From an optimization exercise on the open Yosys and OpenROAD flow, aimed at small area, a short achievable clock period and few clock cycles per item; shortcuts taken in it are not production practice.
At most, simulation tests tie the RTL to the original design; equivalence was not proved.
The RTL of run 2 was laid out without a check of its function.

## flow/design.v (module list and top-level ports; edited modules follow where they fit)
// module sstv_tone_alu: 3601 lines
module sstv_tone_alu (
    input  wire        clk,
    input  wire        rst,
    input  wire        in_valid,
    output wire        in_ready,
    input  wire [1:0]  in_op,
    input  wire [31:0] in_a,
    input  wire [37:0] in_b,
    output wire        out_valid,
    input  wire        out_ready,
    output wire [31:0] out_res,
    output wire [37:0] out_n
);
  // ...
==> flow/flow/run.sh <==
#!/bin/bash
# Standard layout, with three changes:
# - between synthesis and floorplan, flow/fapol.py picks the polarity of each
#   full-adder cell so that fewer inverters sit between full adders (a full
#   adder is self-dual); registers and every other cell are left as the
#   standard synthesis made them;
# - timing repair aims for 12.8 ns of setup slack at the design's 18 ns clock
#   (the constraints themselves are unchanged);
# - the port buffers are plain buffers (sky130_fd_sc_hd__buf_1) instead of
#   delay buffers.
set -euo pipefail
R=orfs/results/${FLOW_PLATFORM}/sstv_tone_alu/base
bash standard.sh synth > synth.log 2>&1
cp "$R/1_2_yosys.v" "$R/1_2_yosys.std.v"
python3 flow/fapol.py "$R/1_2_yosys.std.v" "$R/1_2_yosys.v" > fapol.log 2>&1
rm -f "$R/1_synth.odb" "$R/1_synth.sdc"
export SETUP_SLACK_MARGIN=12.8
export BUFFER_PORTS_ARGS="-buffer_cell sky130_fd_sc_hd__buf_1"
bash standard.sh > layout.log 2>&1
==> flow/flow/fapol.py <==
#!/usr/bin/env python3
"""Remove inverters between full adders of a flat sky130hd Yosys netlist.

A full adder is self-dual: FA(~a, ~b, ~c) = (~sum, ~cout).  This script
chooses, for every full-adder cell, whether it computes its signals in true
or complemented form, so that as few inverters as possible are needed, and
rewrites the netlist.  Registers, ports and every other cell are untouched;
the function at every register input and output port is unchanged.

usage: fapol.py IN.v OUT.v
"""
import re
import sys
import collections

src = open(sys.argv[1]).read()

cell_re = re.compile(r'^(\s*)(sky130_fd_sc_hd__\w+)\s+(\S+)\s*\((.*?)\);\n', re.S | re.M)
pin_re = re.compile(r'\.(\w+)\(([^()]*)\)')
OUTP = {'X', 'Y', 'SUM', 'COUT', 'Q', 'Q_N', 'HI', 'LO'}

cells = []
for m in cell_re.finditer(src):
    typ, name, body = m.group(2), m.group(3), m.group(4)
    pins = [(p, n.strip()) for p, n in pin_re.findall(body)]
    cells.append({'type': typ, 'name': name, 'pins': pins, 'span': m.span()})

# module ports
hdr = re.search(r'module\s+\w+\s*\((.*?)\);', src, re.S)
outputs = set()
for m in re.finditer(r'^\s*output\s+(\[\d+:\d+\]\s*)?(\S+)\s*;', src, re.M):
    rng, nm = m.group(1), m.group(2)
    if rng:
        hi, lo = map(int, re.findall(r'\d+', rng))
        for i in range(lo, hi + 1):
            outputs.add(f'{nm}[{i}]')
    else:
        outputs.add(nm)


def esc(n):
    return n + ' ' if n.startswith('\\') else n


def is_inv(c):
    return re.match(r'sky130_fd_sc_hd__(inv|clkinv)_\d+$', c['type']) is not None


def is_fa(c):
    return re.match(r'sky130_fd_sc_hd__fa_\d+$', c['type']) is not None


driver = {}
loads = collections.defaultdict(list)   # net -> [(cell index, pin)]
for ci, c in enumerate(cells):
    for p, n in c['pins']:
        if p in OUTP:
            driver[n] = (ci, p)
        else:
            loads[n].append((ci, p))


def norm(n):
    # "\b_q[23] " style names keep their form; outputs listed as out_res[3]
    return n


# signal classes: follow inverter chains back to a root net
root = {}
par = {}


def find(n):
    if n in root:
        return root[n], par[n]
    d = driver.get(n)
    if d is not None and is_inv(cells[d[0]]):
        a = dict(cells[d[0]]['pins'])['A']
        r, p = find(a)
        root[n], par[n] = r, p ^ 1
    else:
        root[n], par[n] = n, 0
    return root[n], par[n]


allnets = set(driver) | set(loads)
for n in allnets:
    find(n)

# consumers of each class: (kind, cell index or net, pin, required parity w.r.t. root)
cons = collections.defaultdict(list)
for n in allnets:
    r, p = root[n], par[n]
    for ci, pin in loads[n]:
        if is_inv(cells[ci]):
            continue
        cons[r].append((ci, pin, p))
    if n in outputs or ('\\' + n) in outputs or n.replace('\\', '').strip() in outputs:
        cons[r].append((None, n, p))

fa_idx = [ci for ci, c in enumerate(cells) if is_fa(c)]
x = {ci: 0 for ci in fa_idx}
drv_fa = {}
for r in cons:
    d = driver.get(r)
    if d is not None and is_fa(cells[d[0]]):
        drv_fa[r] = d[0]


def need(r):
    f = drv_fa.get(r)
    base = x[f] if f is not None else 0
    for ci, pin, p in cons[r]:
        q = p ^ base ^ (x[ci] if ci is not None and ci in x else 0)
        if q:
            return 1
    return 0


# classes touched by flipping each FA
touch = collections.defaultdict(set)
for r in cons:
    if r in drv_fa:
        touch[drv_fa[r]].add(r)
    for ci, pin, p in cons[r]:
        if ci is not None and ci in x:
            touch[ci].add(r)

before = sum(need(r) for r in cons)
improved = True
rounds = 0
while improved and rounds < 50:
    improved = False
    rounds += 1
    for f in fa_idx:
        cs = touch[f]
        old = sum(need(r) for r in cs)
        x[f] ^= 1
        new = sum(need(r) for r in cs)
        if new < old:
            improved = True
        else:
            x[f] ^= 1
after = sum(need(r) for r in cons)
print(f'inverted classes: {before} -> {after} ({rounds} rounds)', file=sys.stderr)

# ----------------------------------------------------------------------
# rebuild: every class r has a true net (its root name) and, if needed,
# a complement net driven by one inverter.
# ----------------------------------------------------------------------
newcells = []      # (type, name, pins)
compl_name = {}
inv_names = [cells[ci]['name'] for ci, c in enumerate(cells) if is_inv(c)]
inv_types = {}
extra = 0
new_wires = []


def cname(r):
    global extra
    if r not in compl_name:
        extra += 1
        nm = f'_fapol_{extra}_'
        compl_name[r] = nm
        new_wires.append(nm)
    return compl_name[r]


# net that carries (root value ^ q) as seen physically: for a flipped driver
# the driver pin produces root ^ 1
def phys(r, q):
    """name of a net carrying value(root) ^ q"""
    f = drv_fa.get(r)
    flipped = x[f] if f is not None else 0
    # the driver output net carries root ^ flipped.  keep root name on the
    # driver output; if flipped, the name r carries ~value.
    if q == flipped:
        return r
    return cname(r)


pin_map = {}   # (ci, pin) -> new net
for r in cons:
    for ci, pin, p in cons[r]:
        if ci is None:
            continue
        q = p ^ (x[ci] if ci in x else 0)
        pin_map[(ci, pin)] = phys(r, q)

# output ports: they must carry their original value; port net name n
# equals some class member; if the physical net differs, drive the port
# through a buffer-free rename is impossible, so insert an inverter or keep.
port_fix = []
for r in cons:
    for ci, pin, p in cons[r]:
        if ci is None:
            n = pin
            want = phys(r, p)
            if want != n:
                port_fix.append((n, want))

# inverters needed: for each class with a complement net, one inverter
# from the driver net to the complement net
inv_needed = []
for r, nm in compl_name.items():
    inv_needed.append((r, nm))

# now emit: drop all old inverters, re-pin other cells
out = []
last = 0
n_inv = 0
for ci, c in enumerate(cells):
    s, e = c['span']
    out.append(src[last:s])
    last = e
    if is_inv(c):
        continue
    pins = []
    for p, n in c['pins']:
        if p in OUTP:
            pins.append((p, n))
        else:
            pins.append((p, pin_map.get((ci, p), n)))
    ind = re.match(r'\s*', src[s:e]).group(0)
    body = ',\n'.join(f'    .{p}({esc(n)})' for p, n in pins)
    out.append(f'{ind}{c["type"]} {c["name"]} (\n{body}\n  );\n')
tail = src[last:]
# complement nets and their inverters
decl = ''.join(f'  wire {w};\n' for w in new_wires)
invs = ''
k = 0
for r, nm in inv_needed:
    k += 1
    invs += f'  sky130_fd_sc_hd__inv_1 _fapol_inv_{k}_ (\n    .A({esc(r)}),\n    .Y({esc(nm)})\n  );\n'
# ports driven by a complement: the port net name must stay; an output port
# that now would need the other polarity gets an inverter from the class net
for n, want in port_fix:
    raise SystemExit(f'port {n} needs rewiring: not handled')
body = ''.join(out)
m = re.search(r'\n(\s*)wire ', body)
body = body[:m.start() + 1] + decl + body[m.start() + 1:]
body = body + ''
tail = tail.replace('endmodule', invs + 'endmodule', 1)
open(sys.argv[2], 'w').write(body + tail)
print(f'inverters: {len(inv_names)} -> {k}', file=sys.stderr)
==> flow/standard.sh <==
#!/bin/bash
# synth_recipe.tcl (not shown) runs the flow's synth.tcl, then flattens the netlist and writes it again
# the make line also repeats each setting of config.mk as NAME=value (left out here)
make -C /OpenROAD-flow-scripts/flow DESIGN_CONFIG=/design/flow/config.mk WORK_HOME=/design/flow/orfs CLKGATE_MAP_FILE= SYNTH_SCRIPT=/design/flow/synth_recipe.tcl "${@:-finish}"
==> flow/config.mk <==
export PLATFORM = sky130hd
export DESIGN_NAME = sstv_tone_alu
export DESIGN_NICKNAME = sstv_tone_alu
export VERILOG_FILES = /design/flow/design.v
export SDC_FILE = /design/flow/constraint.sdc
export NUM_CORES = 4
export LEC_CHECK = 0
export CAP_MARGIN = 20
export CORE_MARGIN = 2
export CORE_UTILIZATION = 60
export CTS_BUF_LIST = sky130_fd_sc_hd__clkbuf_4 sky130_fd_sc_hd__clkbuf_8
export PLACE_DENSITY = 0.75
export SLEW_MARGIN = 20
==> flow/constraint.sdc <==
create_clock -name core_clock -period 18.0 [get_ports {clk}]
set_input_delay 3.6000 -clock core_clock [delete_from_list [all_inputs] [get_ports {clk}]]
set_output_delay 3.6000 -clock core_clock [all_outputs]
set_load 0.01 [all_outputs]
==> results_dict.tcl, run 1 <==
set metrics [dict create \
    place_area_um2 45000 \
    met1_usage 0.536 \
    die_area_um2 74400 \
    wl_met2_um 69300 \
    timing.slew.headroom 0.176 \
    die_height_um 273 \
    path_depth 18 \
    seq_share 0.327 \
    path_cells "buf_4 -> buf_4 -> fa_2 -> inv_1 -> ha_1 -> inv_1 -> fa_1 -> fa_1 -> fa_1 -> ha_1 -> inv_1 -> and4bb_2 -> o21ai_4 -> o41ai_4 -> a21o_1 -> a41o_1 -> nor3_4 -> nand2b_1" \
    min_from "pix2" \
    maxCapViolations 0 \
    drive_gt1_frac 0.113 \
    multi_input_gates 2638 \
    vias 32700 \
    m1WireLength_um 56300 \
    timing.rr.start "m2n[33]" \
    skew_ns 0.0775 \
    max_freq_mhz 187 \
    layout.area.seq_um2 15600 \
    clock_path_buffers 3 \
    critPathSlowestCell "fa_1" \
    status "finished clean" \
    syn_area_um2 43300 \
    syn_area_per_cell_um2 11.7 \
    antenna_cells 3 \
    max_stage_delay_ns 0.57 \
    multi_input_area_share 0.547 \
    crit_buf_inv 5 \
]
Testbench counts, summed over its fixed seeds: cycles 5,680, items 4,312.
==> run 2, diff against run 1 <==
--- a/flow/design.v
+++ b/flow/design.v
@@ -19,17 +19,16 @@
     reg [37:0] b_q;
     reg [4:0]  cnt;
     reg        acc_on;      
     reg        rdy_q;       
     reg [7:0]  bd;          
     reg        v1;
     reg        pix1;
     reg        scale1;
-    reg        early1;      
     reg        blend1;
     reg [39:0] ns1;
     reg [39:0] nc1;
     reg [37:0] h1;
     reg        v2;
     reg        pix2;
     reg [37:0] n2;
     reg [38:0] m2;
@@ -42,23 +41,23 @@
     reg [14:0] ml3;
     reg        vo;
     reg [31:0] res_o;
     reg [37:0] n_o;
     reg        vk;
     reg [31:0] res_k;
     reg [37:0] n_k;
     wire adv   = ~vk;
-    wire last  = scale0 ? (cnt == 5'd3 | (cnt == 5'd2 & b_q[15:8] == 8'd0)) : (cnt == 5'd16);
+    wire last  = scale0 ? (cnt == 5'd3) : (cnt == 5'd16);
     wire ld    = adv & rdy_q;        
     wire it    = adv & ~rdy_q;       
     wire vk_n   = (~vo | out_ready) ? 1'b0 : (adv & v3) ? 1'b1 : vk;
     wire v0_n   = ld ? in_valid : v0;
     wire pix0_n = ld ? in_pix : pix0;
-    wire last_n = ld ? 1'b0 : it ? (scale0 ? (cnt == 5'd2 | (cnt == 5'd1 & b_q[23:16] == 8'd0)) : (cnt == 5'd15)) : last;
+    wire last_n = ld ? 1'b0 : it ? (scale0 ? (cnt == 5'd2) : (cnt == 5'd15)) : last;
     wire rdy_n  = ~vk_n & (~v0_n | pix0_n | last_n);
     assign in_ready  = rdy_q;
     assign out_valid = vo;
     assign out_res   = res_o;
     assign out_n     = n_o;
     wire in_pix = ~(in_op[0] ^ in_op[1]);
     wire pixs = pix0;
     wire [31:0] acc_a = ns1[39:8] & {32{acc_on}};
@@ -1867,32 +1866,16 @@
     wire sap20 = ns1[20] ^ nc1[20];
     wire sag20 = ns1[20] & nc1[20];
     wire sap21 = ns1[21] ^ nc1[21];
     wire sag21 = ns1[21] & nc1[21];
     wire sap22 = ns1[22] ^ nc1[22];
     wire sag22 = ns1[22] & nc1[22];
     wire sap23 = ns1[23] ^ nc1[23];
     wire sag23 = ns1[23] & nc1[23];
-    wire sap24 = ns1[24] ^ nc1[24];
-    wire sag24 = ns1[24] & nc1[24];
-    wire sap25 = ns1[25] ^ nc1[25];
-    wire sag25 = ns1[25] & nc1[25];
-    wire sap26 = ns1[26] ^ nc1[26];
-    wire sag26 = ns1[26] & nc1[26];
-    wire sap27 = ns1[27] ^ nc1[27];
-    wire sag27 = ns1[27] & nc1[27];
-    wire sap28 = ns1[28] ^ nc1[28];
-    wire sag28 = ns1[28] & nc1[28];
-    wire sap29 = ns1[29] ^ nc1[29];
-    wire sag29 = ns1[29] & nc1[29];
-    wire sap30 = ns1[30] ^ nc1[30];
-    wire sag30 = ns1[30] & nc1[30];
-    wire sap31 = ns1[31] ^ nc1[31];
-    wire sag31 = ns1[31] & nc1[31];
     wire saG1 = sag1 | (sap1 & sag0);
     wire saP1 = sap1 & sap0;
     wire saG2 = sag3 | (sap3 & sag2);
     wire saP2 = sap3 & sap2;
     wire saG3 = sag5 | (sap5 & sag4);
     wire saP3 = sap5 & sap4;
     wire saG4 = sag7 | (sap7 & sag6);
     wire saP4 = sap7 & sap6;
@@ -1907,184 +1890,120 @@
     wire saG9 = sag17 | (sap17 & sag16);
     wire saP9 = sap17 & sap16;
     wire saG10 = sag19 | (sap19 & sag18);
     wire saP10 = sap19 & sap18;
     wire saG11 = sag21 | (sap21 & sag20);
     wire saP11 = sap21 & sap20;
     wire saG12 = sag23 | (sap23 & sag22);
     wire saP12 = sap23 & sap22;
-    wire saG13 = sag25 | (sap25 & sag24);
-    wire saP13 = sap25 & sap24;
-    wire saG14 = sag27 | (sap27 & sag26);
-    wire saP14 = sap27 & sap26;
-    wire saG15 = sag29 | (sap29 & sag28);
-    wire saP15 = sap29 & sap28;
-    wire saG16 = sag31 | (sap31 & sag30);
-    wire saP16 = sap31 & sap30;
-    wire saG17 = sag2 | (sap2 & saG1);
-    wire saP17 = sap2 & saP1;
-    wire saG18 = saG2 | (saP2 & saG1);
-    wire saP18 = saP2 & saP1;
-    wire saG19 = sag6 | (sap6 & saG3);
-    wire saP19 = sap6 & saP3;
-    wire saG20 = saG4 | (saP4 & saG3);
-    wire saP20 = saP4 & saP3;
-    wire saG21 = sag10 | (sap10 & saG5);
-    wire saP21 = sap10 & saP5;
-    wire saG22 = saG6 | (saP6 & saG5);
-    wire saP22 = saP6 & saP5;
-    wire saG23 = sag14 | (sap14 & saG7);
-    wire saP23 = sap14 & saP7;
-    wire saG24 = saG8 | (saP8 & saG7);
-    wire saP24 = saP8 & saP7;
-    wire saG25 = sag18 | (sap18 & saG9);
-    wire saP25 = sap18 & saP9;
-    wire saG26 = saG10 | (saP10 & saG9);
-    wire saP26 = saP10 & saP9;
-    wire saG27 = sag22 | (sap22 & saG11);
-    wire saP27 = sap22 & saP11;
-    wire saG28 = saG12 | (saP12 & saG11);
-    wire saP28 = saP12 & saP11;
-    wire saG29 = sag26 | (sap26 & saG13);
-    wire saP29 = sap26 & saP13;
-    wire saG30 = saG14 | (saP14 & saG13);
-    wire saP30 = saP14 & saP13;
-    wire saG31 = sag30 | (sap30 & saG15);
-    wire saP31 = sap30 & saP15;
-    wire saG32 = saG16 | (saP16 & saG15);
-    wire saP32 = saP16 & saP15;
-    wire saG33 = sag4 | (sap4 & saG18);
-    wire saP33 = sap4 & saP18;
-    wire saG34 = saG3 | (saP3 & saG18);
-    wire saP34 = saP3 & saP18;
-    wire saG35 = saG19 | (saP19 & saG18);
-    wire saP35 = saP19 & saP18;
-    wire saG36 = saG20 | (saP20 & saG18);
-    wire saP36 = saP20 & saP18;
-    wire saG37 = sag12 | (sap12 & saG22);
-    wire saP37 = sap12 & saP22;
-    wire saG38 = saG7 | (saP7 & saG22);
-    wire saP38 = saP7 & saP22;
-    wire saG39 = saG23 | (saP23 & saG22);
-    wire saP39 = saP23 & saP22;
-    wire saG40 = saG24 | (saP24 & saG22);
-    wire saP40 = saP24 & saP22;
-    wire saG41 = sag20 | (sap20 & saG26);
-    wire saP41 = sap20 & saP26;
-    wire saG42 = saG11 | (saP11 & saG26);
-    wire saP42 = saP11 & saP26;
-    wire saG43 = saG27 | (saP27 & saG26);
-    wire saP43 = saP27 & saP26;
-    wire saG44 = saG28 | (saP28 & saG26);
-    wire saP44 = saP28 & saP26;
-    wire saG45 = sag28 | (sap28 & saG30);
-    wire saP45 = sap28 & saP30;
-    wire saG46 = saG15 | (saP15 & saG30);
-    wire saP46 = saP15 & saP30;
-    wire saG47 = saG31 | (saP31 & saG30);
-    wire saP47 = saP31 & saP30;
-    wire saG48 = saG32 | (saP32 & saG30);
-    wire saP48 = saP32 & saP30;
-    wire saG49 = sag8 | (sap8 & saG36);
-    wire saP49 = sap8 & saP36;
-    wire saG50 = saG5 | (saP5 & saG36);
-    wire saP50 = saP5 & saP36;
-    wire saG51 = saG21 | (saP21 & saG36);
-    wire saP51 = saP21 & saP36;
-    wire saG52 = saG22 | (saP22 & saG36);
-    wire saP52 = saP22 & saP36;
-    wire saG53 = saG37 | (saP37 & saG36);
-    wire saP53 = saP37 & saP36;
-    wire saG54 = saG38 | (saP38 & saG36);
-    wire saP54 = saP38 & saP36;
-    wire saG55 = saG39 | (saP39 & saG36);
-    wire saP55 = saP39 & saP36;
-    wire saG56 = saG40 | (saP40 & saG36);
-    wire saP56 = saP40 & saP36;
-    wire saG57 = sag24 | (sap24 & saG44);
-    wire saP57 = sap24 & saP44;
-    wire saG58 = saG13 | (saP13 & saG44);
-    wire saP58 = saP13 & saP44;
-    wire saG59 = saG29 | (saP29 & saG44);
-    wire saP59 = saP29 & saP44;
-    wire saG60 = saG30 | (saP30 & saG44);
-    wire saP60 = saP30 & saP44;
-    wire saG61 = saG45 | (saP45 & saG44);
-    wire saP61 = saP45 & saP44;
-    wire saG62 = saG46 | (saP46 & saG44);
-    wire saP62 = saP46 & saP44;
-    wire saG63 = saG47 | (saP47 & saG44);
-    wire saP63 = saP47 & saP44;
-    wire saG64 = saG48 | (saP48 & saG44);
-    wire saP64 = saP48 & saP44;
-    wire saG65 = sag16 | (sap16 & saG56);
-    wire saP65 = sap16 & saP56;
-    wire saG66 = saG9 | (saP9 & saG56);
-    wire saP66 = saP9 & saP56;
-    wire saG67 = saG25 | (saP25 & saG56);
-    wire saP67 = saP25 & saP56;
-    wire saG68 = saG26 | (saP26 & saG56);
-    wire saP68 = saP26 & saP56;
-    wire saG69 = saG41 | (saP41 & saG56);
-    wire saP69 = saP41 & saP56;
-    wire saG70 = saG42 | (saP42 & saG56);
-    wire saP70 = saP42 & saP56;
-    wire saG71 = saG43 | (saP43 & saG56);
-    wire saP71 = saP43 & saP56;
-    wire saG72 = saG44 | (saP44 & saG56);
-    wire saP72 = saP44 & saP56;
-    wire saG73 = saG57 | (saP57 & saG56);
-    wire saP73 = saP57 & saP56;
-    wire saG74 = saG58 | (saP58 & saG56);
-    wire saP74 = saP58 & saP56;
-    wire saG75 = saG59 | (saP59 & saG56);
-    wire saP75 = saP59 & saP56;
-    wire saG76 = saG60 | (saP60 & saG56);
-    wire saP76 = saP60 & saP56;
-    wire saG77 = saG61 | (saP61 & saG56);
-    wire saP77 = saP61 & saP56;
-    wire saG78 = saG62 | (saP62 & saG56);
-    wire saP78 = saP62 & saP56;
-    wire saG79 = saG63 | (saP63 & saG56);
-    wire saP79 = saP63 & saP56;
-    wire saG80 = saG64 | (saP64 & saG56);
-    wire saP80 = saP64 & saP56;
+    wire saG13 = sag2 | (sap2 & saG1);
+    wire saP13 = sap2 & saP1;
+    wire saG14 = saG2 | (saP2 & saG1);
+    wire saP14 = saP2 & saP1;
+    wire saG15 = sag6 | (sap6 & saG3);
+    wire saP15 = sap6 & saP3;
+    wire saG16 = saG4 | (saP4 & saG3);
+    wire saP16 = saP4 & saP3;
+    wire saG17 = sag10 | (sap10 & saG5);
+    wire saP17 = sap10 & saP5;
+    wire saG18 = saG6 | (saP6 & saG5);
+    wire saP18 = saP6 & saP5;
+    wire saG19 = sag14 | (sap14 & saG7);
+    wire saP19 = sap14 & saP7;
+    wire saG20 = saG8 | (saP8 & saG7);
+    wire saP20 = saP8 & saP7;
+    wire saG21 = sag18 | (sap18 & saG9);
+    wire saP21 = sap18 & saP9;
+    wire saG22 = saG10 | (saP10 & saG9);
+    wire saP22 = saP10 & saP9;
+    wire saG23 = sag22 | (sap22 & saG11);
+    wire saP23 = sap22 & saP11;
+    wire saG24 = saG12 | (saP12 & saG11);
+    wire saP24 = saP12 & saP11;
+    wire saG25 = sag4 | (sap4 & saG14);
+    wire saP25 = sap4 & saP14;
+    wire saG26 = saG3 | (saP3 & saG14);
+    wire saP26 = saP3 & saP14;
+    wire saG27 = saG15 | (saP15 & saG14);
+    wire saP27 = saP15 & saP14;
+    wire saG28 = saG16 | (saP16 & saG14);
+    wire saP28 = saP16 & saP14;
+    wire saG29 = sag12 | (sap12 & saG18);
+    wire saP29 = sap12 & saP18;
+    wire saG30 = saG7 | (saP7 & saG18);
+    wire saP30 = saP7 & saP18;
+    wire saG31 = saG19 | (saP19 & saG18);
+    wire saP31 = saP19 & saP18;
+    wire saG32 = saG20 | (saP20 & saG18);
+    wire saP32 = saP20 & saP18;
+    wire saG33 = sag20 | (sap20 & saG22);
+    wire saP33 = sap20 & saP22;
+    wire saG34 = saG11 | (saP11 & saG22);
+    wire saP34 = saP11 & saP22;
+    wire saG35 = saG23 | (saP23 & saG22);
+    wire saP35 = saP23 & saP22;
+    wire saG36 = saG24 | (saP24 & saG22);
+    wire saP36 = saP24 & saP22;
+    wire saG37 = sag8 | (sap8 & saG28);
+    wire saP37 = sap8 & saP28;
+    wire saG38 = saG5 | (saP5 & saG28);
+    wire saP38 = saP5 & saP28;
+    wire saG39 = saG17 | (saP17 & saG28);
+    wire saP39 = saP17 & saP28;
+    wire saG40 = saG18 | (saP18 & saG28);
+    wire saP40 = saP18 & saP28;
+    wire saG41 = saG29 | (saP29 & saG28);
+    wire saP41 = saP29 & saP28;
+    wire saG42 = saG30 | (saP30 & saG28);
+    wire saP42 = saP30 & saP28;
+    wire saG43 = saG31 | (saP31 & saG28);
+    wire saP43 = saP31 & saP28;
+    wire saG44 = saG32 | (saP32 & saG28);
+    wire saP44 = saP32 & saP28;
+    wire saG45 = sag16 | (sap16 & saG44);
+    wire saP45 = sap16 & saP44;
+    wire saG46 = saG9 | (saP9 & saG44);
+    wire saP46 = saP9 & saP44;
+    wire saG47 = saG21 | (saP21 & saG44);
+    wire saP47 = saP21 & saP44;
+    wire saG48 = saG22 | (saP22 & saG44);
+    wire saP48 = saP22 & saP44;
+    wire saG49 = saG33 | (saP33 & saG44);
+    wire saP49 = saP33 & saP44;
+    wire saG50 = saG34 | (saP34 & saG44);
+    wire saP50 = saP34 & saP44;
+    wire saG51 = saG35 | (saP35 & saG44);
+    wire saP51 = saP35 & saP44;
+    wire saG52 = saG36 | (saP36 & saG44);
+    wire saP52 = saP36 & saP44;
     wire sas1 = sap1 ^ sag0;
     wire sas2 = sap2 ^ saG1;
-    wire sas3 = sap3 ^ saG17;
-    wire sas4 = sap4 ^ saG18;
-    wire sas5 = sap5 ^ saG33;
-    wire sas6 = sap6 ^ saG34;
-    wire sas7 = sap7 ^ saG35;
-    wire sas8 = sap8 ^ saG36;
-    wire sas9 = sap9 ^ saG49;
-    wire sas10 = sap10 ^ saG50;
-    wire sas11 = sap11 ^ saG51;
-    wire sas12 = sap12 ^ saG52;
-    wire sas13 = sap13 ^ saG53;
-    wire sas14 = sap14 ^ saG54;
-    wire sas15 = sap15 ^ saG55;
-    wire sas16 = sap16 ^ saG56;
-    wire sas17 = sap17 ^ saG65;
-    wire sas18 = sap18 ^ saG66;
-    wire sas19 = sap19 ^ saG67;
-    wire sas20 = sap20 ^ saG68;
-    wire sas21 = sap21 ^ saG69;
-    wire sas22 = sap22 ^ saG70;
-    wire sas23 = sap23 ^ saG71;
-    wire sas24 = sap24 ^ saG72;
-    wire sas25 = sap25 ^ saG73;
-    wire sas26 = sap26 ^ saG74;
-    wire sas27 = sap27 ^ saG75;
-    wire sas28 = sap28 ^ saG76;
-    wire sas29 = sap29 ^ saG77;
-    wire sas30 = sap30 ^ saG78;
-    wire sas31 = sap31 ^ saG79;
-    wire [31:0] ssum = {sas31, sas30, sas29, sas28, sas27, sas26, sas25, sas24, sas23, sas22, sas21, sas20, sas19, sas18, sas17, sas16, sas15, sas14, sas13, sas12, sas11, sas10, sas9, sas8, sas7, sas6, sas5, sas4, sas3, sas2, sas1, sap0};
+    wire sas3 = sap3 ^ saG13;
+    wire sas4 = sap4 ^ saG14;
+    wire sas5 = sap5 ^ saG25;
+    wire sas6 = sap6 ^ saG26;
+    wire sas7 = sap7 ^ saG27;
+    wire sas8 = sap8 ^ saG28;
+    wire sas9 = sap9 ^ saG37;
+    wire sas10 = sap10 ^ saG38;
+    wire sas11 = sap11 ^ saG39;
+    wire sas12 = sap12 ^ saG40;
+    wire sas13 = sap13 ^ saG41;
+    wire sas14 = sap14 ^ saG42;
+    wire sas15 = sap15 ^ saG43;
+    wire sas16 = sap16 ^ saG44;
+    wire sas17 = sap17 ^ saG45;
+    wire sas18 = sap18 ^ saG46;
+    wire sas19 = sap19 ^ saG47;
+    wire sas20 = sap20 ^ saG48;
+    wire sas21 = sap21 ^ saG49;
+    wire sas22 = sap22 ^ saG50;
+    wire sas23 = sap23 ^ saG51;
+    wire [23:0] ssum = {sas23, sas22, sas21, sas20, sas19, sas18, sas17, sas16, sas15, sas14, sas13, sas12, sas11, sas10, sas9, sas8, sas7, sas6, sas5, sas4, sas3, sas2, sas1, sap0};
     wire map0 = bx[0] ^ 1'b0;
     wire mag0 = bx[0] & 1'b0;
     wire map1 = bx[1] ^ by[0];
     wire mag1 = bx[1] & by[0];
     wire map2 = bx[2] ^ by[1];
     wire mag2 = bx[2] & by[1];
     wire map3 = bx[3] ^ by[2];
     wire mag3 = bx[3] & by[2];
@@ -2385,17 +2304,17 @@
     wire mas33 = map33 ^ maG90;
     wire mas34 = map34 ^ maG91;
     wire mas35 = map35 ^ maG92;
     wire mas36 = map36 ^ maG93;
     wire mas37 = map37 ^ maG94;
     wire mas38 = map38 ^ maG95;
     wire [38:0] msum = {mas38, mas37, mas36, mas35, mas34, mas33, mas32, mas31, mas30, mas29, mas28, mas27, mas26, mas25, mas24, mas23, mas22, mas21, mas20, mas19, mas18, mas17, mas16, mas15, mas14, mas13, mas12, mas11, mas10, mas9, mas8, mas7, mas6, mas5, mas4, mas3, mas2, mas1, map0};
     wire [38:0] m_b  = blend1 ? msum : {n_full, 1'b0};
-    wire [37:0] n_b  = pix1 ? n_full : scale1 ? {6'd0, early1 ? ssum : {ssum[23:0], h1[7:0]}} : h1;
+    wire [37:0] n_b  = pix1 ? n_full : scale1 ? {6'd0, ssum, h1[7:0]} : h1;
     wire clamp = m2 >= 39'd510000000000;
     wire ct1 = m2n[31] ^ m2n[29];
     wire ct2 = m2n[31] & m2n[29];
     wire ct3 = m2n[32] ^ m2n[30] ^ m2[28];
     wire ct4 = (m2n[32] & m2n[30]) | (m2[28] & (m2n[32] ^ m2n[30]));
     wire ct5 = m2n[33] ^ m2n[31] ^ m2[29];
     wire ct6 = (m2n[33] & m2n[31]) | (m2[29] & (m2n[33] ^ m2n[31]));
     wire ct7 = m2n[34] ^ m2n[32] ^ m2[30];
@@ -3569,17 +3488,16 @@
                     if (cnt != 5'd0) begin
                         a_q <= dq;
                         b_q[31:16] <= dr;
                     end
                 end
             end
             pix1   <= pix0;
             scale1 <= scale0;
-            early1 <= cnt != 5'd3;
             blend1 <= a_q[26];
             ns1    <= ta;
             nc1    <= tb;
             h1     <= pix0 ? b_q : scale0 ? {30'd0, lo} : last ? {6'd0, dq} : (cnt == 5'd0) ? {20'd0, w3n} : h1;
             pix2 <= pix1;
             n2   <= n_b;
             m2   <= m_b;
             m2n  <= ~m_b;
==> flow/flow/run.sh (replaced) <==
#!/bin/bash
# Standard layout, with two changes:
# - between synthesis and floorplan, flow/fapol.py picks the polarity of each
#   full-adder cell so that fewer inverters sit between full adders (a full
#   adder is self-dual); registers and every other cell are left as the
#   standard synthesis made them;
# - the port buffers are plain buffers (sky130_fd_sc_hd__buf_1) instead of
#   delay buffers.
set -euo pipefail
R=orfs/results/${FLOW_PLATFORM}/sstv_tone_alu/base
bash standard.sh synth > synth.log 2>&1
cp "$R/1_2_yosys.v" "$R/1_2_yosys.std.v"
python3 flow/fapol.py "$R/1_2_yosys.std.v" "$R/1_2_yosys.v" > fapol.log 2>&1
rm -f "$R/1_synth.odb" "$R/1_synth.sdc"
export BUFFER_PORTS_ARGS="-buffer_cell sky130_fd_sc_hd__buf_1"
bash standard.sh > layout.log 2>&1
==> run 2 against run 1 <==
Net effect:
- largest cell class unchanged
- fmax shrank 9.1%
- worst setup slack lost 0.54 ns
- still clean
==> results_dict.tcl, run 2 <==
set metrics [dict create \
    syn_nets 4568 \
    cp.arrival_ns 6.32 \
    worstPathMaxFanout 7 \
    final_cell_mix "514 x fa_1, 467 x edfxtp_1, 334 x inv_1, 268 x ha_1, 258 x nand2_1" \
    postCtsSetupBuffers 0 \
    numClockSinks 544 \
    fin_crit_sh 0.326 \
    ys_warn_count 1 \
    die_height_um 272 \
    insertion_delay_ns 0.75 \
    rows 98 \
    ios 148 \
    cts_resized 0 \
    fp.dieW_um 272 \
    syn_area_per_cell_um2 11.6 \
    fin_ws_ns 12.13 \
    routabilityCongestion 1.09 \
    htreeDepth 3 \
    ctsRootBufferMaster "clkbuf_8" \
    post-route-min-period_ns 5.87 \
    slew_violations 0 \
    core_area_um2 71200 \
    largest_reg_flops 40 \
    reg.largest.list "ns1 x40, m2 x39, nc1 x39" \
    initial_core_util 0.604 \
    syn_area_um2 43100 \
    drive_gt1_frac 0.0919 \
    grt_pass1_vias 32400 \
    critPathLaunchType "flop" \
    postRouteAntennaNets 0 \
    maxCapViolations 0 \
    grt_pass1_wl_um 211000 \
    grt_max_degree 175 \
    rrSetupSlack_ns 12.13 \
    dp_hpwl_um 108000 \
    critPathSlowestCell "fa_1" \
    layout_commonest_cell "fa_1" \
    reg2reg_depth 15 \
    clock_path_buffers 3 \
    netlist_instances 3710 \
    regMostFlops "ns1" \
    finalWirelength_um 144000 \
    die_area_um2 73900 \
    port_buffers 147 \
    rsz0062_at_grt "no" \
    drcViolationCount 0 \
    hp-class "flop to flop" \
    status "finished clean" \
    hold_viol 0 \
    pre_cts_ws_ns 12.14 \
    min_from "m2[8]" \
    via_per_inst 6.53 \
    vias 31700 \
    path_cells "fa_1 -> fa_1 -> fa_1 -> fa_1 -> fa_1 -> ha_1 -> a21o_1 -> a21o_1 -> o311a_1 -> o2111ai_1 -> a21boi_1 -> o211ai_1 -> a21boi_1 -> nor3_2 -> xnor2_1" \
    timing.slew.headroom 0.168 \
    area_growth_pct 8.36 \
    first_pass_iters 9 \
    avgRoutedWirePerCell_um 29.6 \
    required_ns 18.45 \
    drtIter0Drc 4094 \
    skew_ns 0.0479 \
    setup_tns_ns 0 \
    clk_pin_slew_ns 0.06 \
    fin_util 0.655 \
    whs_path_depth 0 \
    min_to "ml3[8]" \
    cts_tree "done" \
    max_freq_mhz 170 \
    antenna_found_initial 3 \
    overflow 0 \
    end_kind "flop" \
    grt.total_usage 0.395 \
    cts-buffers-inserted 93 \
    timing.rr.start "m2n[31]" \
    max_stage_delay_ns 0.66 \
    finalSetupViolCount 0 \
    holdBufCountCts 0 \
    worstSetupPathType "flop to flop" \
    path_common_cell "fa_1" \
    tightest_slew_ns 1.25 \
    r2r_end "q3[25]" \
    nets 4680 \
]
[run 2: area by class of cell]
class                      instances  area [um2]
sequential                       544       15600
clock inverter                    45         507
multi-input combinational       2639       25500
inverter                         335        1260
antenna                            4        10.0
clock buffer                     125        1550
timing repair buffer             209        1030
tap                              950        1190
fill                            5493       24600
[run 2: per-stage QoR]
step	instance area [um2]	instances	hold slack [ns]
after detailed placement	44600	4677	0.405
after global routing	46600	4849	0.370
after global placement	44600	4677	0.401
after CTS	46600	4847	0.373
after floorplan	43100	3710	0.400
final	46700	4851	0.380
[run 2: worst max-delay path by stage]
stage,startpoint,end,slack [ns],depth (start not counted)
global placement,m2n[31],q3[25],12.20,15
global route,m2n[31],q3[25],11.88,15
CTS,m2n[31],q3[25],12.10,15
finish,m2n[31],q3[25],12.13,15
floorplan,vk,res_o[27],7.54,9
detailed placement,m2n[31],q3[25],12.14,15
[run 2: per-layer routing]
metal  wire (um)  vias up  track usage
met4       10700        2        0.239
met2       63100     2106        0.594
met5          65        -      0.00706
met3       16200      596        0.115
li1            -    13400            -
met1       53700    15600        0.509
[run 2: worst max-delay path, delay by kind of cell (launching register included)]
kind,cells,cell delay (ns)
fa+ha+maj,6,2.89
compound gates,7,1.73
flops,1,0.62
simple gates,1,0.22
xor+xnor,1,0.11

afterwards: timing with drivers on the ports:
The flow's constraints put no driver on any port. The routed layouts listed below were extracted and timed again, unchanged, in two steps.
Step 1 sets driving cells, clkbuf_16 on the clock port and buf_2 on the other inputs (assumed; they add their load-dependent delay and slew).
Step 2 times the ports against the registers' clock, not the clock port: input delays grow and output delays shrink by t, the midpoint of the rising clock arrivals with the driver on.
Slacks: ideal / step 1 / step 2; pairs: ideal / step 1.
run | shift t [ns] | slack for setup (ns) | slew at the worst register clock pin (ns)
run 1 | 0.811 | 12.664 / 12.664 / 12.656 | 0.07 / 0.07
run 2 | 0.786 | 12.129 / 12.129 / 12.129 | 0.09 / 0.09
After both steps every run listed still meets setup and hold. The setup slack of run 1, which loses most, moves by 0.000 ns with the drivers and by -0.008 ns with both steps.
